Source: an optimization exercise on an open RTL-to-GDS flow (aim: small area). Production flows keep margins and buffers that such runs may drop. RTL that was checked went through simulation tests only; none was proved equivalent to the original. No functional check of the RTL was part of runs 3 and 4. Power figures rest on the tool's default switching activity, not on a simulated workload.

==> config.mk <==
export PLATFORM = sky130hd
export DESIGN_NAME = pyro_stream_ingest
export DESIGN_NICKNAME = pyro_stream_ingest
export VERILOG_FILES = /design/flow/design.v
export SDC_FILE = /design/flow/constraint.sdc
export NUM_CORES = 4
export LEC_CHECK = 0
export CAP_MARGIN = 20
export CORE_MARGIN = 2
export CORE_UTILIZATION = 40
export SLEW_MARGIN = 20
export SYNTH_HIERARCHICAL = 1
==> constraint.sdc <==
create_clock -name core_clock -period 10.0 [get_ports {clk}]
set_input_delay 2.0000 -clock core_clock [delete_from_list [all_inputs] [get_ports {clk}]]
set_output_delay 2.0000 -clock core_clock [all_outputs]
set_load 0.01 [all_outputs]
==> design.v <==
module pyro_hold #(
    parameter W = 8
) (
    input  wire [W-1:0] q,
    input  wire [W-1:0] d,
    input  wire         keep,
    input  wire         take,
    output wire [W-1:0] y
);
    assign y = (q & {W{keep}}) | (d & {W{take}});
endmodule
module pyro_stream_ingest (
    input  wire         clk,
    input  wire         rst,           
    input  wire         in_valid,      
    input  wire [7:0]   in_byte,
    input  wire [31:0]  now,           
    output reg          ev_valid,      
    output wire [2:0]   ev_code,       
    output reg  [87:0]  rec_0001,      
    output reg  [7:0]   rec_0002,      
    output reg  [103:0] rec_0201,      
    output reg  [7:0]   last_seq,      
    output reg          online         
);
    localparam [3:0] LEN_LOW  = 4'b1000,
                     LEN_HIGH = 4'b1001,
                     SEQ      = 4'b1010,
                     HDR_CRC8 = 4'b1011,
                     BODY     = 4'b1100,    
                     CRC_HI   = 4'b1101;    
    localparam [2:0] EV_RESYNC_LEN   = 3'd1,
                     EV_RESYNC_CRC8  = 3'd2,
                     EV_RESYNC_CRC16 = 3'd3,
                     EV_FRAME_OK     = 3'd4,
                     EV_FRAME_UNSUB  = 3'd5;
    function [7:0] crc8_step(input [7:0] c, input [7:0] b);
        integer i;
        begin
            crc8_step = c ^ b;
            for (i = 0; i < 8; i = i + 1)
                crc8_step = crc8_step[0] ? ((crc8_step >> 1) ^ 8'h8C) : (crc8_step >> 1);
        end
    endfunction
    function [15:0] crc16_step(input [15:0] c, input [7:0] b);
        integer i;
        begin
            crc16_step = c ^ {8'h00, b};
            for (i = 0; i < 8; i = i + 1)
                crc16_step = crc16_step[0] ? ((crc16_step >> 1) ^ 16'h8408) : (crc16_step >> 1);
        end
    endfunction
    localparam [15:0] CRC16_SOF = crc16_step(16'hFFFF, 8'hA5);
    localparam [7:0]  CRC8_SOF  = crc8_step(8'hFF, 8'hA5);
    reg [3:0]  st;
    reg [7:0]  rem;           
    reg [3:0]  k;             
    reg [1:0]  cls;           
    reg [7:0]  seq_r;
    reg [15:0] crc16_r;
    reg [7:0]  stage [0:12];
    reg        now0_r;        
    reg [6:0]  age;           
    assign ev_code = st[2:0];
    wire seek = !st[3];
    wire [15:0] crc16_next = crc16_step(crc16_r, in_byte);
    wire [7:0]  crc8_hdr   = crc8_step(crc8_step(crc8_step(CRC8_SOF, rem), 8'h00), seq_r);
    wire in_id    = (k[3:1] == 3'b000);
    wire pay_end  = (rem == 8'd0);
    wire crc_good = (crc16_next == 16'd0);
    wire disp     = in_valid && (st == CRC_HI) && crc_good;
    wire pay_take = in_valid && (st == BODY) && !in_id && !pay_end;
    wire seq_take = in_valid && (st == SEQ);
    wire       tick     = now[0] ^ now0_r;
    wire [6:0] age_next = disp ? 7'd26 : ((tick && age != 7'd127) ? age + 7'd1 : age);
    wire [103:0] stage_flat;
    wire [12:0]  kmask;                    
    wire [103:0] stage_y;
    genvar g;
    generate for (g = 0; g < 13; g = g + 1) begin : g_stage
        wire we = pay_take && (k == g + 2);
        assign stage_flat[8*g +: 8] = stage[g];
        assign kmask[g] = (k > g + 2);
        pyro_hold #(8) u_st (.q(stage[g]), .d(in_byte), .keep(!we), .take(we), .y(stage_y[8*g +: 8]));
    end endgenerate
    wire [7:0] seq_y;
    pyro_hold #(8) u_seq (.q(seq_r), .d(in_byte), .keep(!seq_take), .take(seq_take), .y(seq_y));
    wire [7:0] lseq_y;
    pyro_hold #(8) u_lseq (.q(last_seq), .d(seq_r), .keep(!(disp || rst)), .take(disp && !rst), .y(lseq_y));
    wire sel_0001 = disp && (cls == 2'b10);
    wire sel_0002 = disp && (cls == 2'b01);
    wire sel_0201 = disp && (cls == 2'b11);
    wire [87:0]  r1_y;
    wire [7:0]   r2_y;
    wire [103:0] r3_y;
    generate for (g = 0; g < 11; g = g + 1) begin : g_r1
        wire e = sel_0001 && kmask[g];
        pyro_hold #(8) u (.q(rec_0001[8*g +: 8]), .d(stage[g]), .keep(!(e || rst)), .take(e && !rst), .y(r1_y[8*g +: 8]));
    end endgenerate
    generate for (g = 0; g < 1; g = g + 1) begin : g_r2
        wire e = sel_0002 && kmask[g];
        pyro_hold #(8) u (.q(rec_0002[8*g +: 8]), .d(stage[g]), .keep(!(e || rst)), .take(e && !rst), .y(r2_y[8*g +: 8]));
    end endgenerate
    generate for (g = 0; g < 13; g = g + 1) begin : g_r3
        wire e = sel_0201 && kmask[g];
        pyro_hold #(8) u (.q(rec_0201[8*g +: 8]), .d(stage[g]), .keep(!(e || rst)), .take(e && !rst), .y(r3_y[8*g +: 8]));
    end endgenerate
    integer j;
    always @(posedge clk) begin
        now0_r <= now[0];
        if (rst) begin
            st       <= 4'b0000;
            ev_valid <= 1'b0;
        end else begin
            ev_valid <= 1'b0;
            if (in_valid) begin
                case (st)
                LEN_LOW:  st <= LEN_HIGH;
                LEN_HIGH: begin
                    if (in_byte != 8'h00 || rem[7:3] == 5'b11111) begin
                        st       <= {1'b0, EV_RESYNC_LEN};
                        ev_valid <= 1'b1;
                    end else
                        st <= SEQ;
                end
                SEQ:      st <= HDR_CRC8;
                HDR_CRC8: begin
                    if (in_byte != crc8_hdr) begin
                        st       <= {1'b0, EV_RESYNC_CRC8};
                        ev_valid <= 1'b1;
                    end else
                        st <= BODY;
                end
                BODY: if (!in_id && pay_end) st <= CRC_HI;
                CRC_HI: begin
                    ev_valid <= 1'b1;
                    if (!crc_good)         st <= {1'b0, EV_RESYNC_CRC16};
                    else if (cls != 2'b00) st <= {1'b0, EV_FRAME_OK};
                    else                   st <= {1'b0, EV_FRAME_UNSUB};
                end
                default: if (seek && in_byte == 8'hA5) st <= LEN_LOW;
                endcase
            end
        end
        if (seek) begin
            crc16_r <= CRC16_SOF;
            k       <= 4'd0;
        end else if (in_valid) begin
            crc16_r <= crc16_next;
            if (st == LEN_LOW) rem <= in_byte;
            if (st == BODY && (in_id || !pay_end) && k != 4'd15) k <= k + 4'd1;
            if (pay_take) rem <= rem - 8'd1;
            if (st == BODY && k == 4'd0) cls <= {in_byte == 8'h01, in_byte == 8'h02};
            if (st == BODY && k == 4'd1)
                cls <= {cls[1] && (in_byte == 8'h00 || in_byte == 8'h02),
                        (cls[0] && in_byte == 8'h00) || (cls[1] && in_byte == 8'h02)};
        end
        for (j = 0; j < 13; j = j + 1)
            stage[j] <= stage_y[8*j +: 8];
        seq_r    <= seq_y;
        last_seq <= lseq_y;
        rec_0001 <= r1_y;
        rec_0002 <= r2_y;
        rec_0201 <= r3_y;
        if (rst) begin
            online <= 1'b0;
            age    <= 7'd127;
        end else begin
            age    <= age_next;
            online <= (age_next != 7'd127);
        end
    end
endmodule
==> run.sh <==
#!/bin/bash
# synth_recipe.tcl (not shown) runs the flow's synth.tcl, then flattens the netlist and writes it again
# the make line also repeats each setting of config.mk as NAME=value (left out here)
make -C /OpenROAD-flow-scripts/flow DESIGN_CONFIG=/design/flow/config.mk WORK_HOME=/design/flow/orfs CLKGATE_MAP_FILE= SYNTH_SCRIPT=/design/flow/synth_recipe.tcl finish
==> run_results.csv, run 1 <==
group,metric,value,unit
outcome,status,"no timing/DRC/antenna violations",
timing,fmax,185,MHz
critical_path,cp.arrival,5850,ps
run,maxCapViolCount,0,
clock_tree,cts_tree,"built",
drt,ant_nets,0,
critical_path,worstSetupPathType,"primary input to register",
logic_synthesis,synth_edf_count,10,
clock_tree,htree_levels,2,
drt,wl_met2,17.3,mm
placement,dp_hpwl,25.2,mm
logic_synthesis,synth_area_leaders,"dfxtp_1 (51%), a22o_1 (20%), buf_6 (6.5%), xnor2_1 (2.5%), edfxtp_1 (2.2%)",
timing,finalCritPeriodShare,0.540,
clock_tree,cts_hold_buf,0,
drt,wl_met1,17.6,mm
power,ir_drop,0.0884,mV
floorplanning,ios,256,
clock_tree,insertion_delay,510,ps
drt,routed_wirelength,37.4,mm
drt,first_pass_iters,5,
timing,rsz0062_at_grt,"false",
global_routing,grt_util_all_layers,0.199,
logic_synthesis,yosys_warnings,9,
critical_path,cp-end-kind,"register",
timing,tightest_slew,1000,ps
drt,drc_errors,0,
logic_synthesis,synth_top_area_cell,"dfxtp_1",
hold_path,hp-start,"stage[11][7]",
drt,met3WireLength,1.73,mm
logic_synthesis,synthCells,1214,
logic_synthesis,async_flop_share,0,
power,p_total,2.98,mW
drt,viasPerCell,5.40,
power,pwr-share-clk,0.449,
global_routing,grt_pass1_vias,9738,
power,p_leak,6.50,nW
finish,area_growth_syn_to_layout,21.9,%
floorplanning,die_y,191,um
logic_synthesis,synth_seq_cells,364,
power,seqPwrFrac,0.497,
clock_tree,numCtsBuffers,38,
timing,hold_violations,0,
floorplanning,die-width,191,um
finish,drive_gt1_frac,0.0592,
floorplanning,core-area,34500,um2
placement,gp_congestion,0.777,
logic_synthesis,yosysSeqAreaShare,0.530,
clock_tree,clk_path_buf_depth,3,
logic_synthesis,synthFlopType,"dfxtp_1",
timing,fin_crit,5400,ps
clock_tree,path_clk_slew,60,ps
global_routing,grt_first_pass_wirelength,56.9,mm
drt,vias,10041,
floorplanning,core.rowCount,68,
logic_synthesis,synthDistinctLibCells,64,
timing,drv_slew,0,
drt,routedWlPerCell,20.1,um
power,p_int,2.32,mW
power,p_switching,666,uW
timing,skew,17.9,ps
logic_synthesis,avgSynthCellArea,11.5,um2
finish,nets,1430,
hold_path,worstHoldPathType,"register to register",
power,swShare,0.223,
critical_path,crit_required,10450,ps
floorplanning,die-area,36400,um2
power,comb_power_share,0.054,
drt,dr.max_layer_used,"met4",
timing,slew_headroom,0.331,
critical_path,rrSetupSlack,6520,ps
finish,diodes,0,
drt,drtIter0Drc,568,
logic_synthesis,syn-cell-area,13900,um2
critical_path,worstSetupStartpoint,"in_byte[2]",
critical_path,r2r-start,"crc16_r[3]",
logic_synthesis,synth_top_area_share,0.508,
logic_synthesis,synthTopCellsByCount,"dfxtp_1 (354), a22o_1 (320), buf_6 (81)",
critical_path,startpoint_type,"primary input",
logic_synthesis,synth_most_common_cell,"dfxtp_1",
global_routing,grt_antenna_before_repair,0,
global_routing,grt_start_max_net_pins,47,
clock_tree,post_cts_resized,0,
logic_synthesis,synth_fp_nets,1265,
global_routing,overflow,0,
clock_tree,cts_sinks,364,
floorplanning,initial_core_util,0.405,
placement,port_buffers,224,
timing,tns,0,ps
clock_tree,post_cts_buffers,0,
clock_tree,cts-root-buf,"clkbuf_16",
critical_path,worst-path-max-fanout,20,
power,power_density,176,nW/um2
timing,setup_viol,0,
## cell type report
cell class              count  area, um2
repair buffers            239       2350
clock buffers              55       1100
clock inverters             9       75.1
multi-input cells         710       5420
inverters                  26       97.6
fillers                  3148      17500
well taps                 455        569
flip-flops and latches    364       7390
## through the flow
stage               cells  area (um2)  hold slack, ps  utilization  worst slack, ps
CTS                  1858       17000             465        0.493             4590
global placement     1794       15800             450        0.459             4100
global route         1858       17000             491        0.493             4450
floorplan            1214       13900             441            -             5610
finish               1858       17000             472        0.493             4600
detailed placement   1794       15800             455        0.459             4080
## layout by cell type (no fill, tap or decap), types with 13 or more instances in the layout
cell	count
clkbuf_16	39
clkdlybuf4s50_1	223
xnor2_1	40
nand2_1	50
xor2_1	22
o21ai_0	19
nor3_1	13
inv_1	25
dfxtp_1	354
nor2_1	55
a21oi_1	42
a22o_1	320
nand3_1	21
buf_4	15
## flip-flops by register name, summed over array words and instances (netlist names)
register  cells
rec_0002      8
online        1
rec_0201    104
st            4
rem           8
now0_r        1
stage       104
rec_0001     88
last_seq      8
ev_valid      1
crc16_r      16
age           7
k             4
seq_r         8
cls           2
## path summary, 6_finish.rpt
check,to,cells past startpoint
setup / recovery,rec_0001[82],11
setup reg to reg,rec_0001[82],9
hold reg to reg,rec_0201[95],1
hold / removal,rec_0201[95],1
## power groups by stage
| stage | Sequential (mW) | Combinational [mW] | Clock (mW) |
|---|---|---|---|
| floorplan | 1.51 | 0.120 | 0 |
| global placement | 1.51 | 0.156 | 0 |
| detailed placement | 1.51 | 0.160 | 0 |
| CTS | 1.48 | 0.161 | 1.36 |
| global route | 1.48 | 0.176 | 1.43 |
| finish | 1.48 | 0.161 | 1.34 |
## critical path, stage by stage
cell and delay [ps]:
clkdlybuf4s50_1 460, buf_4 360, xor2_2 200, or3_4 420, a2111oi_4 360, and4b_1 250, nand2_1 140, nor2_1 300
buf_4 270, nor4b_2 830, a22o_1 240
## metal layers
layer / vias up / track usage
met5: - / 0
met1: 4900 / 0.276
met4: 0 / 0.0572
met3: 59 / 0.0305
li1: 4807 / -
met2: 275 / 0.319
## logic make-up after synthesis
family,Yosys count,synth area share
AND/OR/NAND/NOR,202,0.0735
XOR/XNOR,72,0.0543
flip-flops,364,0.530
multiplexers,13,0.00942
buffers and inverters,140,0.0827
adder cells (fa/ha/maj),8,0.00718
AO/OA/AOI/OAI,415,0.243
==> run 2: changes to the inputs <==
==> flow/run.sh (new file) <==
#!/bin/bash
# Own layout flow: the standard flow (standard.sh, all ORFS steps unchanged),
# with the port buffers made of the smallest buffer cell and a clock tree of
# smaller buffers without dummy loads. Each make step logs to orfs/logs/...;
# the whole run's output goes to standard.log in this folder.
set -euo pipefail
export BUFFER_PORTS_ARGS="-buffer_cell sky130_fd_sc_hd__buf_1"
export CTS_ARGS="-sink_clustering_enable -repair_clock_nets -dont_use_dummy_load -buf_list sky130_fd_sc_hd__clkbuf_4"
bash standard.sh > standard.log 2>&1
==> standard.sh (new file) <==
#!/bin/bash
# synth_recipe.tcl (not shown) runs the flow's synth.tcl, then flattens the netlist and writes it again
# the make line also repeats each setting of config.mk as NAME=value (left out here)
make -C /OpenROAD-flow-scripts/flow DESIGN_CONFIG=/design/flow/config.mk WORK_HOME=/design/flow/orfs CLKGATE_MAP_FILE= SYNTH_SCRIPT=/design/flow/synth_recipe.tcl "${@:-finish}"
removed: run.sh
==> run_results.csv, run 2 <==
group,metric,value,unit
critical_path,worst-path-max-fanout,20,
floorplanning,die-width,191,um
logic_synthesis,synthFlopType,"dfxtp_1",
clock_tree,cts_hold_buf,0,
clock_tree,clk_path_buf_depth,3,
logic_synthesis,synthTopCellsByCount,"dfxtp_1 (354), a22o_1 (320), buf_6 (81)",
logic_synthesis,synth_top_area_share,0.508,
timing,tightest_slew,1110,ps
timing,slew_headroom,0.257,
floorplanning,die_y,191,um
timing,hold_violations,0,
clock_tree,htree_levels,3,
power,comb_power_share,0.060,
critical_path,cp-end-kind,"register",
clock_tree,cts-root-buf,"clkbuf_4",
critical_path,crit_buf_inv,1,
finish,area_growth_syn_to_layout,8.54,%
timing,rsz0062_at_grt,"false",
finish,fillers,3282,
drt,routedWlPerCell,19.7,um
power,swShare,0.241,
critical_path,crit_cells,9,
critical_path,rrSetupSlack,5980,ps
drt,ant_nets,0,
global_routing,grt_start_max_net_pins,47,
power,pwr-share-clk,0.364,
floorplanning,initial_core_util,0.405,
critical_path,worstSetupStartpoint,"in_byte[0]",
timing,fmax,183,MHz
logic_synthesis,avgSynthCellArea,11.5,um2
global_routing,grt_pass1_vias,10036,
clock_tree,insertion_delay,740,ps
logic_synthesis,syn-cell-area,13900,um2
power,power_density,170,nW/um2
drt,vias,10164,
global_routing,grt_util_all_layers,0.201,
logic_synthesis,synth_edf_count,10,
critical_path,r2r_cells,8,
power,p_int,1.95,mW
clock_tree,post_cts_buffers,0,
run,maxCapViolCount,0,
global_routing,overflow,0,
global_routing,grt_antenna_before_repair,1,
power,p_total,2.57,mW
logic_synthesis,synthDistinctLibCells,64,
finish,drive_gt1_frac,0.0894,
critical_path,cp.arrival,6090,ps
critical_path,path_delay_family,"simple AND/OR/NAND/NOR gates",
power,seqPwrFrac,0.576,
floorplanning,core-area,34500,um2
logic_synthesis,synth_most_common_cell,"dfxtp_1",
placement,port_buffers,224,
clock_tree,numCtsBuffers,94,
placement,dp_hpwl,24.7,mm
timing,setup_viol,0,
timing,fin_crit,5460,ps
critical_path,crit_required,10640,ps
global_routing,grt_first_pass_wirelength,56.9,mm
power,p_leak,5.87,nW
hold_path,worstHoldPathType,"register to register",
finish,nets,1485,
power,p_switching,621,uW
critical_path,r2r_end,"rec_0201[102]",
outcome,status,"no timing/DRC/antenna violations",
logic_synthesis,synth_seq_cells,364,
drt,drc_errors,0,
clock_tree,cts_sinks,364,
drt,drtIter0Drc,578,
critical_path,worstSetupPathType,"primary input to register",
critical_path,critPathMostFrequentCell,"nand2_1",
critical_path,slowest_delay,1020,ps
power,ir_drop,0.0662,mV
drt,first_pass_iters,5,
critical_path,startpoint_type,"primary input",
logic_synthesis,async_flop_share,0,
timing,tns,0,ps
logic_synthesis,synthCells,1214,
logic_synthesis,synth_area_leaders,"dfxtp_1 (51%), a22o_1 (20%), buf_6 (6.5%), xnor2_1 (2.5%), edfxtp_1 (2.2%)",
clock_tree,path_clk_slew,60,ps
logic_synthesis,yosys_warnings,9,
critical_path,r2r-start,"crc16_r[3]",
finish,reg.largest.list,"rec_0201 (104), stage (104), rec_0001 (88)",
timing,skew,65.5,ps
critical_path,crit_chain,"clkbuf_2 > xor2_1 > xnor3_1 > nand2_1 > nand4b_1 > nor4_4 > nand2_1 > nor4_2 > a22o_1",
floorplanning,ios,256,
logic_synthesis,synth_fp_nets,1265,
finish,final_common_cell,"dfxtp_1",
drt,routed_wirelength,37.2,mm
timing,finalCritPeriodShare,0.546,
finish,final_cell_mix,"dfxtp_1 (354), a22o_1 (320), buf_1 (217), clkbuf_4 (94), nor2_1 (55)",
floorplanning,die-area,36400,um2
drt,viasPerCell,5.38,
clock_tree,cts_tree,"built",
clock_tree,post_cts_resized,0,
finish,stdcell_count,1888,
logic_synthesis,synth_top_area_cell,"dfxtp_1",
placement,placedCellCount,1793,
floorplanning,core.rowCount,68,
logic_synthesis,yosysSeqAreaShare,0.530,
timing,drv_slew,0,
critical_path,cp_slowest_cell,"nor4_4",
critical_path,critPathCapture,"rec_0201[102]",
placement,gp_congestion,0.813,
run 2: final cells by class:
class                   instances  area, um2  area share
repair buffers                238        955      0.0631
flip-flops and latches        364       7390       0.488
inverters                      26       97.6     0.00645
multi-input cells             710       5420       0.358
diodes                          1       2.50    0.000165
well taps                     455        569      0.0376
clock buffers                  94        706      0.0466
run 2: power by group through the flow:
stage          Sequential (mW)  Clock [mW]  Combinational [mW]
2_1_floorplan             1.51           0               0.120
3_5_place_dp              1.51           0               0.154
5_1_grt                   1.48        1.04               0.174
3_3_place_gp              1.51           0               0.153
6_report                  1.48       0.936               0.155
4_1_cts                   1.48       0.973               0.155
run 2: through the flow:
step	worst slack (ps)	instance area, um2	utilization	hold slack, ps
floorplan	5610	13900	-	441
global placement	3900	14400	0.419	451
detailed placement	3820	14400	0.419	455
CTS	4580	15100	0.439	434
global route	4240	15100	0.439	474
finish	4540	15100	0.439	444
run 2: worst reg2reg max path, delay by kind of cell (launching register included):
kind / cells / cell delay [ps]
AO/OA/AOI/OAI: 2 / 480
XOR/XNOR: 1 / 510
flip-flops: 1 / 320
AND/OR/NAND/NOR: 5 / 2680
run 2: logic make-up after synthesis:
kind of cell	share of synthesized area
compound gates	0.243
xor+xnor	0.0543
fa+ha+maj	0.00718
buf+inv	0.0827
flops	0.530
mux	0.00942
simple gates	0.0735
run 2: worst min path at each step:
stage / from / slack [ps] / cells past startpoint / endpoint
3_3_place_gp: stage[12][1] / 450 / 1 / rec_0201[97]
6_report: stage[11][1] / 440 / 1 / rec_0201[89]
4_1_cts: stage[11][1] / 430 / 1 / rec_0201[89]
5_1_grt: stage[11][4] / 470 / 1 / rec_0201[92]
3_5_place_dp: stage[11][7] / 460 / 1 / rec_0201[95]
2_1_floorplan: stage[12][4] / 440 / 1 / rec_0201[100]
run 2: routing by layer:
layer / track usage / wire length, um / vias up
li1: - / - / 4890
met1: 0.268 / 17200 / 4921
met2: 0.318 / 17100 / 301
met3: 0.0418 / 2210 / 52
met4: 0.0778 / 710 / 0
met5: 0 / 0 / -
==> run 3: changes to the inputs <==
--- a/design.v
+++ b/design.v
@@ -10,2 +10,14 @@
     assign y = (q & {W{keep}}) | (d & {W{take}});
+endmodule
+module pyro_hold_set #(
+    parameter W = 1
+) (
+    input  wire [W-1:0] q,
+    input  wire [W-1:0] d,
+    input  wire         keep,
+    input  wire         take,
+    input  wire         set,
+    output wire [W-1:0] y
+);
+    assign y = (q & {W{keep}}) | (d & {W{take}}) | {W{set}};
 endmodule
@@ -36,10 +48,2 @@
                      EV_FRAME_UNSUB  = 3'd5;
-    function [7:0] crc8_step(input [7:0] c, input [7:0] b);
-        integer i;
-        begin
-            crc8_step = c ^ b;
-            for (i = 0; i < 8; i = i + 1)
-                crc8_step = crc8_step[0] ? ((crc8_step >> 1) ^ 8'h8C) : (crc8_step >> 1);
-        end
-    endfunction
     function [15:0] crc16_step(input [15:0] c, input [7:0] b);
@@ -53,3 +57,2 @@
     localparam [15:0] CRC16_SOF = crc16_step(16'hFFFF, 8'hA5);
-    localparam [7:0]  CRC8_SOF  = crc8_step(8'hFF, 8'hA5);
     reg [3:0]  st;
@@ -65,4 +68,15 @@
     wire seek = !st[3];
-    wire [15:0] crc16_next = crc16_step(crc16_r, in_byte);
-    wire [7:0]  crc8_hdr   = crc8_step(crc8_step(crc8_step(CRC8_SOF, rem), 8'h00), seq_r);
+    wire [7:0]  crc16_t    = crc16_r[7:0] ^ in_byte;
+    wire [7:0]  crc16_u    = crc16_t ^ {crc16_t[3:0], 4'h0};
+    wire [15:0] crc16_next = {8'h00, crc16_r[15:8]} ^ {crc16_u, 8'h00} ^ {5'h00, crc16_u, 3'h0} ^ {12'h000, crc16_u[7:4]};
+    wire [7:0]  hdr_chk;
+    assign hdr_chk[0] = in_byte[6] ^ crc16_next[2] ^ crc16_r[4] ^ crc16_r[7];
+    assign hdr_chk[1] = rem[2] ^ rem[4] ^ crc16_r[12] ^ crc16_t[4];
+    assign hdr_chk[2] = seq_r[1] ^ in_byte[3] ^ seq_r[7] ^ crc16_t[4];
+    assign hdr_chk[3] = seq_r[6] ^ in_byte[6] ^ crc16_next[1] ^ crc16_t[5];
+    assign hdr_chk[4] = ~(crc16_next[2] ^ crc16_r[4] ^ crc16_next[4] ^ crc16_next[10]);
+    assign hdr_chk[5] = in_byte[0] ^ seq_r[1] ^ crc16_r[5] ^ crc16_r[7] ^ crc16_r[8];
+    assign hdr_chk[6] = in_byte[5] ^ crc16_next[1] ^ crc16_r[3] ^ crc16_r[6] ^ crc16_r[15];
+    assign hdr_chk[7] = rem[0] ^ rem[3] ^ rem[5] ^ crc16_r[13] ^ crc16_t[5];
+    wire        hdr_ok = (hdr_chk == 8'h00);
     wire in_id    = (k[3:1] == 3'b000);
@@ -107,2 +121,12 @@
     end endgenerate
+    wire [15:0] crc_y;
+    wire        crc_keep = !seek && !in_valid;
+    wire        crc_take = !seek && in_valid;
+    generate for (g = 0; g < 16; g = g + 1) begin : g_crc
+        if (CRC16_SOF[g]) begin : one
+            pyro_hold_set #(1) u (.q(crc16_r[g]), .d(crc16_next[g]), .keep(crc_keep), .take(crc_take), .set(seek), .y(crc_y[g]));
+        end else begin : zero
+            pyro_hold #(1) u (.q(crc16_r[g]), .d(crc16_next[g]), .keep(crc_keep), .take(crc_take), .y(crc_y[g]));
+        end
+    end endgenerate
     integer j;
@@ -127,3 +151,3 @@
                 HDR_CRC8: begin
-                    if (in_byte != crc8_hdr) begin
+                    if (!hdr_ok) begin
                         st       <= {1'b0, EV_RESYNC_CRC8};
@@ -144,7 +168,6 @@
         end
+        crc16_r <= crc_y;
         if (seek) begin
-            crc16_r <= CRC16_SOF;
             k       <= 4'd0;
         end else if (in_valid) begin
-            crc16_r <= crc16_next;
             if (st == LEN_LOW) rem <= in_byte;
--- a/flow/run.sh
+++ b/flow/run.sh
@@ -7,3 +7,3 @@
 export BUFFER_PORTS_ARGS="-buffer_cell sky130_fd_sc_hd__buf_1"
-export CTS_ARGS="-sink_clustering_enable -repair_clock_nets -dont_use_dummy_load -buf_list sky130_fd_sc_hd__clkbuf_4"
+export CTS_ARGS="-sink_clustering_enable -repair_clock_nets -dont_use_dummy_load -buf_list sky130_fd_sc_hd__clkbuf_4 -sink_clustering_size 10 -sink_clustering_max_diameter 50"
 bash standard.sh > standard.log 2>&1
--- a/config.mk
+++ b/config.mk
@@ -9,3 +9,4 @@
 export CORE_MARGIN = 2
-export CORE_UTILIZATION = 40
+export CORE_UTILIZATION = 65
+export PLACE_DENSITY = 0.8
 export SLEW_MARGIN = 20
==> run_results.csv, run 3 <==
group,metric,value,unit
outcome,status,"no timing/DRC/antenna violations",
finish,nets,1395,
timing,fmax,202,MHz
logic_synthesis,yosys_warnings,9,
critical_path,worstSetupPathType,"primary input to register",
logic_synthesis,synth_edf_count,10,
timing,skew,48.9,ps
floorplanning,die-area,22300,um2
logic_synthesis,synthFlopType,"dfxtp_1",
finish,stdcell_count,1619,
power,power_density,161,nW/um2
global_routing,grt_util_all_layers,0.283,
finish,final_cell_mix,"dfxtp_1 (354), a22o_1 (330), buf_1 (223), nor2_1 (48), a21oi_1 (45)",
finish,reg.largest.list,"rec_0201 (104), stage (104), rec_0001 (88)",
finish,final_util,0.686,
critical_path,slowest_delay,760,ps
floorplanning,die-width,149,um
finish,final_common_cell,"dfxtp_1",
logic_synthesis,synth_area_leaders,"dfxtp_1 (52%), a22o_1 (21%), buf_6 (6.7%), xnor2_1 (2.5%), edfxtp_1 (2.2%)",
logic_synthesis,yosysSeqAreaShare,0.539,
critical_path,crit_required,10580,ps
timing,rsz0062_at_grt,"false",
power,swShare,0.245,
drt,viasPerCell,6.18,
timing,tns,0,ps
global_routing,grt_pass1_vias,9288,
global_routing,grt_first_pass_wirelength,50.5,mm
logic_synthesis,synth_seq_cells,364,
drt,vias,10007,
finish,area_growth_syn_to_layout,4.27,%
clock_tree,path_clk_slew,100,ps
power,ir_drop,0.103,mV
finish,drive_gt1_frac,0.0640,
clock_tree,numCtsBuffers,42,
critical_path,worstSetupStartpoint,"in_byte[3]",
critical_path,r2r-start,"crc16_r[7]",
critical_path,cp.arrival,5530,ps
placement,port_buffers,224,
logic_synthesis,synth_top_area_cell,"dfxtp_1",
clock_tree,post_cts_buffers,0,
drt,routedWlPerCell,20.1,um
logic_synthesis,synth_fp_nets,1217,
critical_path,worst-path-max-fanout,18,
timing,fin_ws,5050,ps
placement,dp_hpwl,22.0,mm
hold_path,hp-start,"seq_r[5]",
logic_synthesis,synthDistinctLibCells,67,
clock_tree,cts-root-buf,"clkbuf_4",
critical_path,cp-end-kind,"register",
logic_synthesis,synthTopCellsByCount,"dfxtp_1 (354), a22o_1 (330), buf_6 (81)",
timing,hold_violations,0,
timing,slew_headroom,0.328,
global_routing,top_usage_layer,"met2",
placement,gp_congestion,0.891,
power,pwr-share-clk,0.274,
drt,drc_errors,0,
power,p_int,1.73,mW
critical_path,startpoint_type,"primary input",
floorplanning,die_y,149,um
logic_synthesis,synthCells,1167,
logic_synthesis,synth_top_area_share,0.517,
clock_tree,htree_levels,2,
run,maxCapViolCount,0,
critical_path,crit_chain,"buf_1 > buf_4 > xnor2_1 > xnor2_1 > inv_1 > nor3_1 > a22o_2 > o2111ai_4 > or3_4 > nor3_1 > a22o_1",
global_routing,globalRouteMet2Util,0.451,
global_routing,grt_antenna_before_repair,1,
global_routing,grt_start_max_net_pins,35,
timing,drv_slew,0,
floorplanning,ios,256,
power,p_switching,562,uW
logic_synthesis,synth_most_common_cell,"dfxtp_1",
drt,routed_wirelength,32.6,mm
drt,drtIter0Drc,679,
global_routing,overflow,0,
global_routing,use_met1,0.398,
clock_tree,cts_sinks,364,
logic_synthesis,async_flop_share,0,
power,p_leak,5.45,nW
logic_synthesis,avgSynthCellArea,11.7,um2
placement,place_ws,4420,ps
floorplanning,core.rowCount,53,
timing,setup_viol,0,
power,comb_power_share,0.080,
drt,ant_nets,0,
timing,fin_crit,4950,ps
hold_path,worstHoldPathType,"register to register",
floorplanning,initial_core_util,0.658,
power,seqPwrFrac,0.647,
floorplanning,core-area,20800,um2
clock_tree,insertion_delay,670,ps
clock_tree,cts_tree,"built",
critical_path,cp_slowest_cell,"nor3_1",
logic_synthesis,syn-cell-area,13700,um2
clock_tree,cts_hold_buf,0,
drt,first_pass_iters,7,
clock_tree,post_cts_resized,0,
placement,placedCellCount,1576,
timing,tightest_slew,1000,ps
global_routing,grtUsageMet3,0.0462,
timing,finalCritPeriodShare,0.495,
timing,fin_hold_ws,480,ps
clock_tree,clk_path_buf_depth,3,
[run 3: changes by cell type after synthesis, moves of 5 or more]
cell / previous run / this run
nor2b_1: 9 / 2
o21ai_0: 19 / 14
a31oi_1: 9 / 2
nor2_2: 0 / 11
nand2_1: 50 / 34
a22o_1: 320 / 330
a221o_1: 1 / 8
mux2i_1: 12 / 3
xor2_1: 22 / 9
nor2_1: 55 / 49
clkbuf_1: 22 / 13
buf_2: 7 / 2
[run 3: per-stage QoR]
step	power [mW]	cell area [um2]
finish	2.29	14300
global route	2.39	14300
CTS	2.31	14300
detailed placement	1.69	14000
global placement	1.69	14000
floorplan	1.65	13700
[run 3: cell type report]
cell class              count  area (um2)
clock buffers              42         315
flip-flops and latches    364        7390
repair buffers            234         917
diodes                      1        2.50
well taps                 275         344
inverters                  33         124
fillers                  1675        6530
multi-input cells         670        5200
[run 3: power groups by stage]
| stage | clock network, mW | registers [mW] | logic (mW) |
|---|---|---|---|
| after global placement | 0 | 1.52 | 0.172 |
| after detailed placement | 0 | 1.52 | 0.177 |
| after floorplan | 0 | 1.51 | 0.140 |
| after CTS | 0.642 | 1.48 | 0.180 |
| after global routing | 0.700 | 1.49 | 0.203 |
| final | 0.628 | 1.48 | 0.183 |
[run 3: per-layer routing]
layer,share of wire,up-vias
met2,0.47,436
li1,-,4696
met3,0.072,61
met1,0.44,4814
met4,0.021,0
met5,0,-
[run 3: path summary, 6_finish.rpt]
check	end	depth (start not counted)	slack [ps]
worst min register to register	last_seq[5]	1	480
worst max register to register	rec_0001[86]	9	6450
worst min-delay path	last_seq[5]	1	480
worst max-delay path	rec_0001[86]	11	5050
[run 3: kinds of logic after synthesis]
family          count (synthesis)  synth area share
xor+xnor                       58            0.0465
compound gates                426             0.258
flops                         364             0.539
fa+ha+maj                       7           0.00639
buf+inv                       133            0.0821
mux                             3           0.00219
simple gates                  176            0.0654
[run 3: critical path, delay by kind of cell]
kind                      cells  cell delay, ps
AOI/OAI and AO/OA             3             710
xor gates and xnor gates      2             770
buffers and inverters         3             470
and+or+nand+nor               3            1520
==> run 4: changes to the inputs <==
--- a/config.mk
+++ b/config.mk
@@ -9,4 +9,3 @@
 export CORE_MARGIN = 2
-export CORE_UTILIZATION = 65
-export PLACE_DENSITY = 0.8
+export CORE_UTILIZATION = 40
 export SLEW_MARGIN = 20
==> run_results.csv, run 4 <==
group,metric,value,unit
floorplanning,die-width,189,um
critical_path,startpoint_type,"primary input",
floorplanning,die_y,189,um
clock_tree,htree_levels,2,
power,ir_drop,0.0567,mV
power,seqPwrFrac,0.639,
power,pwr-share-clk,0.284,
clock_tree,cts-root-buf,"clkbuf_4",
finish,area_growth_syn_to_layout,6.05,%
global_routing,grt_pass1_vias,9532,
drt,drc_errors,0,
logic_synthesis,async_flop_share,0,
floorplanning,die-area,35800,um2
logic_synthesis,avgSynthCellArea,11.7,um2
clock_tree,cts_tree,"built",
finish,drive_gt1_frac,0.0698,
logic_synthesis,synthDistinctLibCells,67,
critical_path,path_delay_family,"compound AO/OA/AOI/OAI gates",
placement,place_ws,4020,ps
logic_synthesis,synthTopCellsByCount,"dfxtp_1 (354), a22o_1 (330), buf_6 (81)",
critical_path,worstSetupPathType,"primary input to register",
drt,routed_wirelength,37.0,mm
logic_synthesis,synthCells,1167,
logic_synthesis,synth_seq_cells,364,
critical_path,crit_required,10530,ps
logic_synthesis,synthFlopType,"dfxtp_1",
outcome,status,"no timing/DRC/antenna violations",
power,p_switching,578,uW
logic_synthesis,synth_most_common_cell,"dfxtp_1",
clock_tree,numCtsBuffers,45,
timing,drv_slew,0,
finish,final_cell_mix,"dfxtp_1 (354), a22o_1 (330), buf_1 (217), nor2_1 (49)",
hold_path,worstHoldPathType,"register to register",
global_routing,grt_first_pass_wirelength,56.9,mm
clock_tree,path_clk_slew,110,ps
critical_path,cp.arrival,5890,ps
clock_tree,post_cts_buffers,0,
timing,tns,0,ps
logic_synthesis,synth_top_area_share,0.517,
floorplanning,initial_core_util,0.408,
timing,rsz0062_at_grt,"false",
timing,fin_hold_ws,437,ps
power,p_int,1.75,mW
drt,viasPerCell,5.48,
critical_path,worst-path-max-fanout,19,
timing,finalCritPeriodShare,0.536,
clock_tree,cts_hold_buf,0,
power,p_total,2.32,mW
floorplanning,core.rowCount,67,
logic_synthesis,synth_area_leaders,"dfxtp_1 (52%), a22o_1 (21%), buf_6 (6.7%), xnor2_1 (2.5%), edfxtp_1 (2.2%)",
run,maxCapViolCount,0,
drt,first_pass_iters,5,
placement,placed_area,14200,um2
logic_synthesis,synth_top_area_cell,"dfxtp_1",
timing,fin_crit,5360,ps
drt,vias,9844,
finish,nets,1398,
global_routing,grt_antenna_before_repair,1,
placement,gp_congestion,0.844,
power,p_leak,5.48,nW
clock_tree,post_cts_resized,0,
global_routing,grt_start_max_net_pins,35,
timing,slew_headroom,0.300,
finish,reg.largest.list,"rec_0201 (104), stage (104), rec_0001 (88)",
logic_synthesis,syn-cell-area,13700,um2
power,comb_power_share,0.078,
logic_synthesis,synth_fp_nets,1217,
timing,tightest_slew,1050,ps
power,power_density,160,nW/um2
floorplanning,core-area,33600,um2
placement,dp_hpwl,24.6,mm
placement,port_buffers,224,
global_routing,overflow,0,
timing,hold_violations,0,
timing,fin_ws,4640,ps
drt,ant_nets,0,
critical_path,slowest_delay,890,ps
timing,skew,101,ps
critical_path,cp-end-kind,"register",
logic_synthesis,synth_edf_count,10,
logic_synthesis,yosysSeqAreaShare,0.539,
drt,routedWlPerCell,20.6,um
timing,fmax,187,MHz
critical_path,rrSetupSlack,6290,ps
logic_synthesis,yosys_warnings,9,
clock_tree,insertion_delay,690,ps
timing,setup_viol,0,
finish,stdcell_area,14500,um2
power,swShare,0.249,
critical_path,crit_buf_inv,1,
clock_tree,cts_sinks,364,
finish,final_common_cell,"dfxtp_1",
clock_tree,clk_path_buf_depth,3,
drt,drtIter0Drc,730,
global_routing,grt_util_all_layers,0.201,
floorplanning,ios,256,
critical_path,cp_slowest_cell,"nor2_1",
critical_path,crit_chain,"clkbuf_2 > xnor2_1 > nand2_1 > o22ai_1 > and4_1 > o2111ai_4 > nor2_1 > a21oi_1 > a22o_1",
-- run 4: cell counts after synthesis --
No cell type changed its count.
-- run 4: worst paths after layout --
check	end	depth (start not counted)	start
max	rec_0001[39]	9	in_byte[2]
min	rec_0001[43]	1	stage[5][3]
max reg2reg	rec_0001[39]	8	crc16_r[4]
min reg2reg	rec_0001[43]	1	stage[5][3]
-- run 4: cells by family (layout without fill, tap and decap cells) --
kind of cell	after synthesis	in the layout	share of synthesized area
AOI/OAI and AO/OA	426	426	0.258
DFF	364	364	0.539
and+or+nand+nor	176	176	0.0654
buffers and inverters	133	312	0.0821
xor gates and xnor gates	58	58	0.0465
adders and majority gates	7	7	0.00639
muxes	3	3	0.00219
other	0	1	0
-- run 4: power by group through the flow --
| stage | logic (mW) | clock network (mW) | registers [mW] |
|---|---|---|---|
| 2_1_floorplan | 0.140 | 0 | 1.51 |
| 3_3_place_gp | 0.180 | 0 | 1.52 |
| 3_5_place_dp | 0.181 | 0 | 1.52 |
| 4_1_cts | 0.182 | 0.685 | 1.48 |
| 5_1_grt | 0.202 | 0.742 | 1.49 |
| 6_report | 0.181 | 0.659 | 1.48 |
-- run 4: cell type report --
class,count,area (um2)
diodes,1,2.50
flip-flops and latches,364,7390
multi-input cells,670,5200
inverters,33,124
clock buffers,45,338
well taps,448,561
repair buffers,234,925
fillers,3278,19100
-- run 4: layer usage --
| metal | track usage | vias up | wire length, um |
|---|---|---|---|
| li1 | - | 4695 | - |
| met1 | 0.288 | 4773 | 17700 |
| met2 | 0.309 | 307 | 16300 |
| met3 | 0.0347 | 69 | 1920 |
| met4 | 0.0643 | 0 | 986 |
| met5 | 0 | - | 0 |
-- run 4: metrics by stage --
step,utilization,instances
2_1_floorplan,-,1167
3_3_place_gp,0.422,1748
3_5_place_dp,0.422,1748
4_1_cts,0.432,1793
5_1_grt,0.432,1795
6_report,0.432,1795
==> run 5: changes to the inputs <==
--- a/design.v
+++ b/design.v
@@ -87,4 +87,5 @@
     wire seq_take = in_valid && (st == SEQ);
-    wire       tick     = now[0] ^ now0_r;
-    wire [6:0] age_next = disp ? 7'd26 : ((tick && age != 7'd127) ? age + 7'd1 : age);
+    wire       tick    = now[0] ^ now0_r;
+    wire [7:0] age_inc = {1'b0, age} + {7'd0, tick};
+    wire       expire  = age_inc[7];
     wire [103:0] stage_flat;
@@ -106,2 +107,5 @@
     wire sel_0201 = disp && (cls == 2'b11);
+    wire tk_0001  = sel_0001 && !rst;
+    wire tk_0002  = sel_0002 && !rst;
+    wire tk_0201  = sel_0201 && !rst;
     wire [87:0]  r1_y;
@@ -110,12 +114,9 @@
     generate for (g = 0; g < 11; g = g + 1) begin : g_r1
-        wire e = sel_0001 && kmask[g];
-        pyro_hold #(8) u (.q(rec_0001[8*g +: 8]), .d(stage[g]), .keep(!(e || rst)), .take(e && !rst), .y(r1_y[8*g +: 8]));
+        pyro_hold #(8) u (.q(rec_0001[8*g +: 8]), .d(stage[g]), .keep(!((sel_0001 && kmask[g]) || rst)), .take(tk_0001 && kmask[g]), .y(r1_y[8*g +: 8]));
     end endgenerate
     generate for (g = 0; g < 1; g = g + 1) begin : g_r2
-        wire e = sel_0002 && kmask[g];
-        pyro_hold #(8) u (.q(rec_0002[8*g +: 8]), .d(stage[g]), .keep(!(e || rst)), .take(e && !rst), .y(r2_y[8*g +: 8]));
+        pyro_hold #(8) u (.q(rec_0002[8*g +: 8]), .d(stage[g]), .keep(!((sel_0002 && kmask[g]) || rst)), .take(tk_0002 && kmask[g]), .y(r2_y[8*g +: 8]));
     end endgenerate
     generate for (g = 0; g < 13; g = g + 1) begin : g_r3
-        wire e = sel_0201 && kmask[g];
-        pyro_hold #(8) u (.q(rec_0201[8*g +: 8]), .d(stage[g]), .keep(!(e || rst)), .take(e && !rst), .y(r3_y[8*g +: 8]));
+        pyro_hold #(8) u (.q(rec_0201[8*g +: 8]), .d(stage[g]), .keep(!((sel_0201 && kmask[g]) || rst)), .take(tk_0201 && kmask[g]), .y(r3_y[8*g +: 8]));
     end endgenerate
@@ -174,3 +175,3 @@
             if (st == BODY && (in_id || !pay_end) && k != 4'd15) k <= k + 4'd1;
-            if (pay_take) rem <= rem - 8'd1;
+            if (st == BODY && !in_id) rem <= rem - 8'd1;
             if (st == BODY && k == 4'd0) cls <= {in_byte == 8'h01, in_byte == 8'h02};
@@ -187,9 +188,4 @@
         rec_0201 <= r3_y;
-        if (rst) begin
-            online <= 1'b0;
-            age    <= 7'd127;
-        end else begin
-            age    <= age_next;
-            online <= (age_next != 7'd127);
-        end
+        age    <= disp ? 7'd27 : age_inc[6:0];
+        online <= !rst && (disp || (online && !expire));
     end
--- a/flow/run.sh
+++ b/flow/run.sh
@@ -7,3 +7,3 @@
 export BUFFER_PORTS_ARGS="-buffer_cell sky130_fd_sc_hd__buf_1"
-export CTS_ARGS="-sink_clustering_enable -repair_clock_nets -dont_use_dummy_load -buf_list sky130_fd_sc_hd__clkbuf_4 -sink_clustering_size 10 -sink_clustering_max_diameter 50"
+export CTS_ARGS="-sink_clustering_enable -repair_clock_nets -dont_use_dummy_load -buf_list sky130_fd_sc_hd__clkbuf_4 -sink_clustering_size 9 -sink_clustering_max_diameter 40"
 bash standard.sh > standard.log 2>&1
==> run_results.csv, run 5 <==
group,metric,value,unit
outcome,status,"no timing/DRC/antenna violations",
clock_tree,post_cts_resized,0,
drt,drtIter0Drc,617,
timing,skew,87.8,ps
global_routing,grt_antenna_before_repair,1,
global_routing,overflow,0,
floorplanning,die-width,188,um
finish,final_common_cell,"dfxtp_1",
logic_synthesis,yosysSeqAreaShare,0.544,
logic_synthesis,syn-cell-area,13600,um2
power,power_density,159,nW/um2
timing,tns,0,ps
clock_tree,clk_path_buf_depth,3,
timing,finalCritPeriodShare,0.529,
logic_synthesis,async_flop_share,0,
drt,routed_wirelength,37.1,mm
finish,final_util,0.435,
timing,fin_crit,5290,ps
floorplanning,initial_core_util,0.406,
timing,setup_viol,0,
timing,hold_violations,0,
floorplanning,die_y,188,um
logic_synthesis,synth_area_leaders,"dfxtp_1 (52%), a22o_1 (21%), buf_6 (6.7%), edfxtp_1 (2.2%), xnor2_1 (1.9%)",
timing,fin_ws,4710,ps
finish,fillers,3181,
global_routing,grt_first_pass_wirelength,56.5,mm
clock_tree,cts_tree,"built",
logic_synthesis,synth_seq_cells,364,
logic_synthesis,synth_fp_nets,1187,
critical_path,crit_required,10590,ps
power,ir_drop,0.109,mV
timing,fmax,189,MHz
power,p_leak,5.47,nW
timing,tightest_slew,1120,ps
logic_synthesis,yosys_warnings,9,
clock_tree,path_clk_slew,100,ps
critical_path,crit_chain,"buf_1 > buf_4 > xnor2_1 > xor2_1 > nor4_1 > nand4_1 > nor2_1 > a31oi_1 > a22o_1",
timing,rsz0062_at_grt,"false",
critical_path,slowest_delay,780,ps
logic_synthesis,synthFlopType,"dfxtp_1",
hold_path,worstHoldPathType,"register to register",
floorplanning,ios,256,
run,maxCapViolCount,0,
drt,viasPerCell,5.52,
global_routing,grt_pass1_vias,9425,
timing,slew_headroom,0.249,
global_routing,grt_start_max_net_pins,47,
drt,vias,9799,
floorplanning,core.rowCount,67,
clock_tree,htree_levels,2,
finish,reg.largest.list,"rec_0201 (104), stage (104), rec_0001 (88)",
logic_synthesis,synth_top_area_share,0.522,
finish,area_growth_syn_to_layout,7.14,%
logic_synthesis,synth_edf_count,10,
finish,final_cell_mix,"dfxtp_1 (354), a22o_1 (328), buf_1 (222), clkbuf_4 (55), nor2_1 (47)",
logic_synthesis,avgSynthCellArea,12.0,um2
placement,place_ws,4030,ps
logic_synthesis,synthDistinctLibCells,57,
finish,nets,1380,
clock_tree,cts_hold_buf,0,
placement,dp_hpwl,24.2,mm
logic_synthesis,synth_top_area_cell,"dfxtp_1",
clock_tree,cts-root-buf,"clkbuf_4",
finish,drive_gt1_frac,0.0739,
placement,gp_congestion,0.831,
logic_synthesis,synth_most_common_cell,"dfxtp_1",
logic_synthesis,synthCells,1135,
critical_path,cp.arrival,5880,ps
placement,port_buffers,224,
critical_path,cp-end-kind,"register",
global_routing,grt_util_all_layers,0.202,
logic_synthesis,synthTopCellsByCount,"dfxtp_1 (354), a22o_1 (328), buf_6 (81)",
critical_path,cp_slowest_cell,"nor2_1",
clock_tree,cts_sinks,364,
drt,drc_errors,0,
drt,routedWlPerCell,20.9,um
floorplanning,core-area,33400,um2
drt,ant_nets,0,
critical_path,worst-path-max-fanout,18,
clock_tree,insertion_delay,720,ps
drt,first_pass_iters,6,
critical_path,worstSetupPathType,"primary input to register",
timing,drv_slew,0,
critical_path,startpoint_type,"primary input",
floorplanning,die-area,35400,um2
timing,fin_hold_ws,460,ps
clock_tree,post_cts_buffers,0,
clock_tree,numCtsBuffers,55,
==> run 5: path summary, 6_finish.rpt <==
check	depth (start not counted)	end	slack (ps)	startpoint
worst max register to register	7	rec_0201[66]	6130	crc16_r[2]
worst min-delay path	1	rec_0201[34]	460	stage[4][2]
worst max-delay path	9	rec_0201[66]	4710	in_byte[2]
worst min register to register	1	rec_0201[34]	460	stage[4][2]
==> run 5: logic make-up after synthesis <==
logic type,share of synthesized area
XOR/XNOR,0.0468
multiplexers,0.00240
flip-flops,0.544
adder cells (fa/ha/maj),0.00830
AO/OA/AOI/OAI,0.244
AND/OR/NAND/NOR,0.0726
buffers and inverters,0.0812
==> run 5: metal layers <==
metal / GRT usage / vias up / routed length (um)
met1: 0.297 / 4796 / 18100
met2: 0.305 / 294 / 16200
li1: - / 4647 / -
met4: 0.0488 / 0 / 649
met5: 0 / - / 0
met3: 0.0378 / 62 / 2200
==> run 5: critical path: cells and delay by family <==
kind	cells	cell delay [ps]
xor gates and xnor gates	2	870
buffers and inverters	2	330
and+or+nand+nor	3	1870
AOI/OAI and AO/OA	2	770
==> run 5: power by group <==
part           total [mW]  switching [mW]  internal [mW]  leakage [nW]
Sequential           1.48          0.0117           1.47          2.94
Clock               0.722           0.471          0.251         0.253
Combinational       0.104          0.0661         0.0378          2.28
Total                2.31           0.549           1.76          5.47
==> run 5: stage by stage <==
step / total power [mW] / cells / instance area, um2
after global routing: 2.41 / 1775 / 14500
after floorplan: 1.59 / 1135 / 13600
after global placement: 1.62 / 1719 / 14100
final: 2.31 / 1775 / 14500
after detailed placement: 1.62 / 1719 / 14100
after CTS: 2.33 / 1774 / 14500
==> run 5: layout make-up <==
| cell class | count | area, um2 | area share |
|---|---|---|---|
| diodes | 1 | 2.50 | 0.000172 |
| clock buffers | 55 | 413 | 0.0284 |
| inverters | 22 | 82.6 | 0.00568 |
| multi-input cells | 643 | 5110 | 0.352 |
| flip-flops and latches | 364 | 7390 | 0.508 |
| well taps | 448 | 561 | 0.0386 |
| repair buffers | 242 | 978 | 0.0673 |
==> run 6: changes to the inputs <==
--- a/flow/run.sh
+++ b/flow/run.sh
@@ -8,2 +8,3 @@
 export CTS_ARGS="-sink_clustering_enable -repair_clock_nets -dont_use_dummy_load -buf_list sky130_fd_sc_hd__clkbuf_4 -sink_clustering_size 9 -sink_clustering_max_diameter 40"
+export RECOVER_POWER=100
 bash standard.sh > standard.log 2>&1
--- a/config.mk
+++ b/config.mk
@@ -9,3 +9,4 @@
 export CORE_MARGIN = 2
-export CORE_UTILIZATION = 40
+export CORE_UTILIZATION = 65
+export PLACE_DENSITY = 0.8
 export SLEW_MARGIN = 20
==> run_results.csv, run 6 <==
group,metric,value,unit
timing,tightest_slew,1760,ps
power,pwr-share-clk,0.297,
global_routing,grt_start_max_net_pins,47,
finish,nets,1374,
logic_synthesis,synth_fp_nets,1187,
clock_tree,insertion_delay,680,ps
clock_tree,cts-root-buf,"clkbuf_4",
finish,final_util,0.693,
logic_synthesis,synthTopCellsByCount,"dfxtp_1 (354), a22o_1 (328), buf_6 (81)",
timing,rsz0062_at_grt,"false",
power,p_leak,5.36,nW
finish,final_cell_mix,"dfxtp_1 (354), a22o_1 (328), buf_1 (222), clkbuf_4 (49), nor2_1 (48)",
power,comb_power_share,0.044,
critical_path,critPathMostFrequentCell,"nor4_1",
global_routing,grt_first_pass_wirelength,50.4,mm
power,swShare,0.230,
finish,reg.largest.list,"rec_0201 (104), stage (104), rec_0001 (88)",
logic_synthesis,synth_edf_count,10,
logic_synthesis,synth_area_leaders,"dfxtp_1 (52%), a22o_1 (21%), buf_6 (6.7%), edfxtp_1 (2.2%), xnor2_1 (1.9%)",
power,ir_drop,0.118,mV
power,p_int,1.73,mW
critical_path,r2r-start,"crc16_r[1]",
clock_tree,htree_levels,2,
critical_path,r2r_cells,7,
clock_tree,cts_hold_buf,0,
logic_synthesis,yosys_warnings,9,
critical_path,r2r_end,"rec_0201[37]",
placement,gp_congestion,0.906,
hold_path,min_path_cells,1,
clock_tree,cts_tree,"built",
outcome,status,"finished with violations",
drt,first_pass_iters,6,
placement,dp_hpwl,21.9,mm
clock_tree,numCtsBuffers,49,
timing,finalCritPeriodShare,0.705,
power,p_switching,518,uW
floorplanning,core.rowCount,52,
floorplanning,die_y,148,um
critical_path,cp.arrival,7650,ps
drt,viasPerCell,6.32,
timing,drv_slew,40,
drt,routedWlPerCell,20.8,um
drt,vias,10060,
logic_synthesis,synth_top_area_share,0.522,
power,power_density,159,nW/um2
logic_synthesis,async_flop_share,0,
power,seqPwrFrac,0.659,
hold_path,hold_end,"rec_0201[103]",
timing,tns,0,ps
run,maxCapViolCount,4,
clock_tree,cts_sinks,364,
critical_path,worst-path-max-fanout,18,
global_routing,grt_antenna_before_repair,1,
critical_path,cp-end-kind,"register",
finish,area_growth_syn_to_layout,4.05,%
logic_synthesis,synth_most_common_cell,"dfxtp_1",
clock_tree,path_clk_slew,90,ps
critical_path,slowest_delay,1360,ps
logic_synthesis,synthDistinctLibCells,57,
critical_path,startpoint_type,"primary input",
outcome,so_faults,"capacitance limit, slew limit",
drt,ant_nets,0,
finish,final_common_cell,"dfxtp_1",
timing,setup_viol,0,
finish,stdcell_area,14100,um2
clock_tree,post_cts_resized,0,
power,p_total,2.25,mW
timing,skew,68.1,ps
timing,hold_violations,0,
drt,drtIter0Drc,922,
global_routing,overflow,0,
global_routing,grt_util_all_layers,0.288,
logic_synthesis,synth_seq_cells,364,
clock_tree,post_cts_buffers,0,
logic_synthesis,avgSynthCellArea,12.0,um2
floorplanning,initial_core_util,0.666,
floorplanning,die-width,148,um
logic_synthesis,syn-cell-area,13600,um2
floorplanning,die-area,22000,um2
hold_path,worstHoldPathType,"register to register",
logic_synthesis,synthCells,1135,
critical_path,crit_required,10600,ps
critical_path,cp_slowest_cell,"nor4_1",
floorplanning,core-area,20400,um2
timing,slew_headroom,-0.173,
drt,drc_errors,0,
logic_synthesis,synthFlopType,"dfxtp_1",
logic_synthesis,synth_top_area_cell,"dfxtp_1",
timing,fin_crit,7050,ps
critical_path,crit_chain,"buf_1 > clkbuf_1 > xnor2_1 > xor2_1 > or4_1 > nor4_1 > nand2_1 > nor4_1 > a22o_1",
logic_synthesis,yosysSeqAreaShare,0.544,
critical_path,rrSetupSlack,5220,ps
clock_tree,clk_path_buf_depth,3,
critical_path,worstSetupPathType,"primary input to register",
global_routing,grt_pass1_vias,9340,
finish,drive_gt1_frac,0.0477,
placement,placed_area,13900,um2
timing,fmax,142,MHz
drt,routed_wirelength,33.2,mm
hold_path,hp-start,"stage[12][7]",
placement,port_buffers,224,
floorplanning,ios,256,
-- run 6: changes by cell type in the layout (fill, tap and decap cells not counted), sizes merged --
cell	delta
buf	-10
clkbuf	+4
-- run 6: area by class of cell --
cell class / instances / area, um2
Antenna cell: 1 / 2.50
Clock buffer: 49 / 368
Fill cell: 1600 / 6250
Inverter: 22 / 82.6
Multi-Input combinational cell: 643 / 5000
Sequential cell: 364 / 7390
Tap cell: 270 / 338
Timing Repair Buffer: 242 / 940
-- run 6: cell families (layout without fill, tap and decap cells) --
kind of cell | Yosys count | count (layout) | synth area share
AOI/OAI and AO/OA | 395 | 395 | 0.244
xor gates and xnor gates | 55 | 55 | 0.0468
adders and majority gates | 9 | 9 | 0.00830
buffers and inverters | 128 | 313 | 0.0812
DFF | 364 | 364 | 0.544
muxes | 3 | 3 | 0.00240
other | 0 | 1 | 0
and+or+nand+nor | 181 | 181 | 0.0726
-- run 6: worst max-delay path: cells and delay by family --
family	cells	cell delay, ps
AO/OA/AOI/OAI	1	260
XOR/XNOR	2	840
buffers and inverters	2	1260
AND/OR/NAND/NOR	4	3260
-- run 6: worst max-delay path by stage --
stage                    start       endpoint
floorplan           in_byte[2]   rec_0201[32]
global placement    in_byte[2]  rec_0201[100]
detailed placement  in_byte[3]   rec_0201[66]
CTS                 in_byte[2]   rec_0201[80]
global route        in_byte[3]   rec_0201[36]
finish              in_byte[3]   rec_0201[37]
-- run 6: per-stage QoR --
stage	std cells	hold slack, ps	setup slack [ps]
after global routing	1591	461	2620
after floorplan	1135	441	5750
after CTS	1589	426	4910
after global placement	1540	450	4310
after detailed placement	1540	456	4230
final	1591	429	2950
-- run 6: routing by layer --
layer	wire, um	up-vias	global-route usage
li1	-	4621	-
met1	14200	4872	0.396
met2	15300	496	0.458
met3	2820	71	0.0564
met4	828	0	0.100
met5	0	-	0
-- run 6: power groups by stage --
stage	Combinational, mW	Clock, mW	Sequential (mW)
final	0.100	0.668	1.48
after global routing	0.109	0.740	1.48
after CTS	0.101	0.680	1.48
after detailed placement	0.100	0	1.52
after global placement	0.0970	0	1.52
after floorplan	0.0752	0	1.51
==> run 7: changes to the inputs <==
--- a/config.mk
+++ b/config.mk
@@ -7,3 +7,3 @@
 export LEC_CHECK = 0
-export CAP_MARGIN = 20
+export CAP_MARGIN = 0
 export CORE_MARGIN = 2
@@ -11,3 +11,3 @@
 export PLACE_DENSITY = 0.8
-export SLEW_MARGIN = 20
+export SLEW_MARGIN = 0
 export SYNTH_HIERARCHICAL = 1
==> run_results.csv, run 7 <==
group,metric,value,unit
outcome,status,"finished with violations",
outcome,so_faults,"capacitance limit, slew limit",
logic_synthesis,yosysSeqAreaShare,0.544,
logic_synthesis,synth_seq_cells,364,
global_routing,grt_start_max_net_pins,47,
floorplanning,core.rowCount,52,
critical_path,cp.arrival,7650,ps
finish,final_common_cell,"dfxtp_1",
logic_synthesis,syn-cell-area,13600,um2
logic_synthesis,synth_most_common_cell,"dfxtp_1",
logic_synthesis,synth_area_leaders,"dfxtp_1 (52%), a22o_1 (21%), buf_6 (6.7%), edfxtp_1 (2.2%), xnor2_1 (1.9%)",
logic_synthesis,synth_top_area_share,0.522,
power,p_switching,516,uW
clock_tree,htree_levels,2,
critical_path,crit_required,10590,ps
power,pwr-share-clk,0.295,
clock_tree,post_cts_buffers,0,
global_routing,grt_util_all_layers,0.289,
drt,drtIter0Drc,949,
clock_tree,cts_sinks,364,
clock_tree,path_clk_slew,90,ps
power,seqPwrFrac,0.661,
critical_path,cp-end-kind,"register",
power,p_int,1.73,mW
drt,first_pass_iters,5,
critical_path,worstSetupPathType,"primary input to register",
clock_tree,cts_tree,"built",
critical_path,startpoint_type,"primary input",
timing,rsz0062_at_grt,"false",
drt,routed_wirelength,33.3,mm
timing,hold_violations,0,
floorplanning,die-area,22000,um2
clock_tree,numCtsBuffers,48,
floorplanning,ios,256,
logic_synthesis,async_flop_share,0,
floorplanning,die-width,148,um
power,p_leak,5.35,nW
floorplanning,die_y,148,um
power,ir_drop,0.112,mV
timing,fmax,142,MHz
critical_path,worst-path-max-fanout,18,
placement,dp_hpwl,22.0,mm
finish,stdcell_area,14100,um2
placement,gp_congestion,0.906,
clock_tree,cts-root-buf,"clkbuf_4",
finish,final_cell_mix,"dfxtp_1 (354), a22o_1 (328), buf_1 (222), nor2_1 (48), clkbuf_4 (48)",
placement,placed_area,13900,um2
power,power_density,159,nW/um2
timing,finalCritPeriodShare,0.706,
timing,tightest_slew,1810,ps
clock_tree,post_cts_resized,0,
placement,port_buffers,224,
clock_tree,insertion_delay,670,ps
critical_path,rrSetupSlack,5180,ps
finish,reg.largest.list,"rec_0201 (104), stage (104), rec_0001 (88)",
timing,drv_slew,48,
run,maxCapViolCount,4,
floorplanning,core-area,20400,um2
logic_synthesis,synthCells,1135,
critical_path,r2r_cells,7,
timing,setup_viol,0,
logic_synthesis,avgSynthCellArea,12.0,um2
finish,area_growth_syn_to_layout,3.94,%
logic_synthesis,synthFlopType,"dfxtp_1",
critical_path,worstSetupStartpoint,"in_byte[3]",
timing,fin_crit,7060,ps
drt,vias,10050,
critical_path,r2r_end,"rec_0201[34]",
clock_tree,clk_path_buf_depth,3,
floorplanning,initial_core_util,0.666,
finish,final_util,0.692,
global_routing,grt_antenna_before_repair,1,
logic_synthesis,synthTopCellsByCount,"dfxtp_1 (354), a22o_1 (328), buf_6 (81)",
logic_synthesis,synth_top_area_cell,"dfxtp_1",
logic_synthesis,synth_edf_count,10,
finish,nets,1372,
drt,viasPerCell,6.32,
power,comb_power_share,0.045,
timing,tns,0,ps
timing,slew_headroom,-0.205,
hold_path,worstHoldPathType,"register to register",
global_routing,overflow,0,
drt,drc_errors,0,
critical_path,r2r-start,"crc16_r[1]",
logic_synthesis,yosys_warnings,9,
logic_synthesis,synthDistinctLibCells,57,
timing,skew,53.0,ps
finish,drive_gt1_frac,0.0463,
power,swShare,0.230,
global_routing,grt_pass1_vias,9341,
drt,ant_nets,0,
global_routing,grt_first_pass_wirelength,50.6,mm
critical_path,critPathCapture,"rec_0201[34]",
drt,routedWlPerCell,20.9,um
clock_tree,cts_hold_buf,0,
logic_synthesis,synth_fp_nets,1187,
[run 7: cell counts after synthesis]
Identical to the previous run, type by type.
[run 7: per-stage QoR]
step           hold slack (ps)  std cells  power (mW)  setup slack (ps)
2_1_floorplan              441       1135        1.59              5750
3_3_place_gp               450       1540        1.61              4310
3_5_place_dp               453       1540        1.62              4240
4_1_cts                    456       1588        2.26              4890
5_1_grt                    491       1589        2.33              2670
6_report                   453       1589        2.24              2940
[run 7: cell type report]
type	count	area, um2
well taps	270	338
inverters	22	82.6
multi-input cells	643	5000
flip-flops and latches	364	7390
fillers	1606	6260
clock buffers	48	360
repair buffers	241	932
diodes	1	2.50
[run 7: how the worst min path moves through the flow]
stage | start | to | slack (ps) | depth (start not counted)
floorplan | seq_r[0] | last_seq[0] | 440 | 1
global placement | stage[12][7] | rec_0201[103] | 450 | 1
detailed placement | seq_r[0] | last_seq[0] | 450 | 1
CTS | stage[12][4] | rec_0201[100] | 460 | 1
global route | stage[12][0] | rec_0201[96] | 490 | 1
finish | stage[12][4] | rec_0201[100] | 450 | 1
[run 7: logic make-up after synthesis]
kind of cell / Yosys count / synth area share
AND/OR/NAND/NOR: 181 / 0.0726
buffers and inverters: 128 / 0.0812
XOR/XNOR: 55 / 0.0468
adder cells (fa/ha/maj): 9 / 0.00830
AO/OA/AOI/OAI: 395 / 0.244
multiplexers: 3 / 0.00240
flip-flops: 364 / 0.544
[run 7: metal layers]
| layer | up-vias | part of all wire | GRT usage |
|---|---|---|---|
| met5 | - | 0 | 0 |
| met4 | 0 | 0.024 | 0.100 |
| met3 | 73 | 0.075 | 0.0525 |
| met2 | 452 | 0.46 | 0.460 |
| met1 | 4888 | 0.44 | 0.399 |
| li1 | 4637 | - | - |
[run 7: power by group through the flow]
stage                     combinational [mW]  sequential [mW]  clock (mW)
final                                  0.100             1.48       0.662
after global routing                   0.109             1.48       0.733
after CTS                              0.101             1.48       0.675
after detailed placement               0.100             1.52           0
after global placement                0.0970             1.52           0
after floorplan                       0.0752             1.51           0
[run 7: worst max-delay path: stages]
cell and delay (ps):
buf_1 70, clkbuf_1 1200, xnor2_1 480, xor2_1 340, or4_1 580, nor4_1 700, nand2_1 620, nor4_1 1370
a22o_1 270

## what the ideal ports hide
How much do the figures lean on ideal ports? The routed layouts below were timed once more, with nothing changed but the port constraints. Step 1: set_driving_cell puts a clkbuf_16 on clk and a buf_2 on each other input, an assumption about the parent block. Step 2 moves the port delays by t, midway between the first and last clock arrival at a register: inputs arrive t later, outputs are due t later. That takes back most of the time a late clock gives input paths. Slacks: ideal ports / drivers / drivers and shift; pairs: ideal ports / drivers.
run	t (ns)	setup slack, ns	worst setup path at the end	cell pins on the clock port's net
run 1	0.556	4.603 / 4.622 / 4.066	input to register	1
run 2	0.756	4.544 / 4.558 / 3.802	input to register	1
run 3	0.684	5.048 / 5.068 / 4.383	input to register	1
run 4	0.688	4.641 / 4.661 / 3.974	input to register	1
run 5	0.721	4.711 / 4.737 / 4.016	input to register	1
run 6	0.691	2.954 / 2.976 / 2.285	input to register	1
run 7	0.686	2.939 / 2.962 / 2.275	input to register	1
For run 2, which loses most, drivers alone change the setup slack by +0.014 ns; drivers and shift together by -0.742 ns.
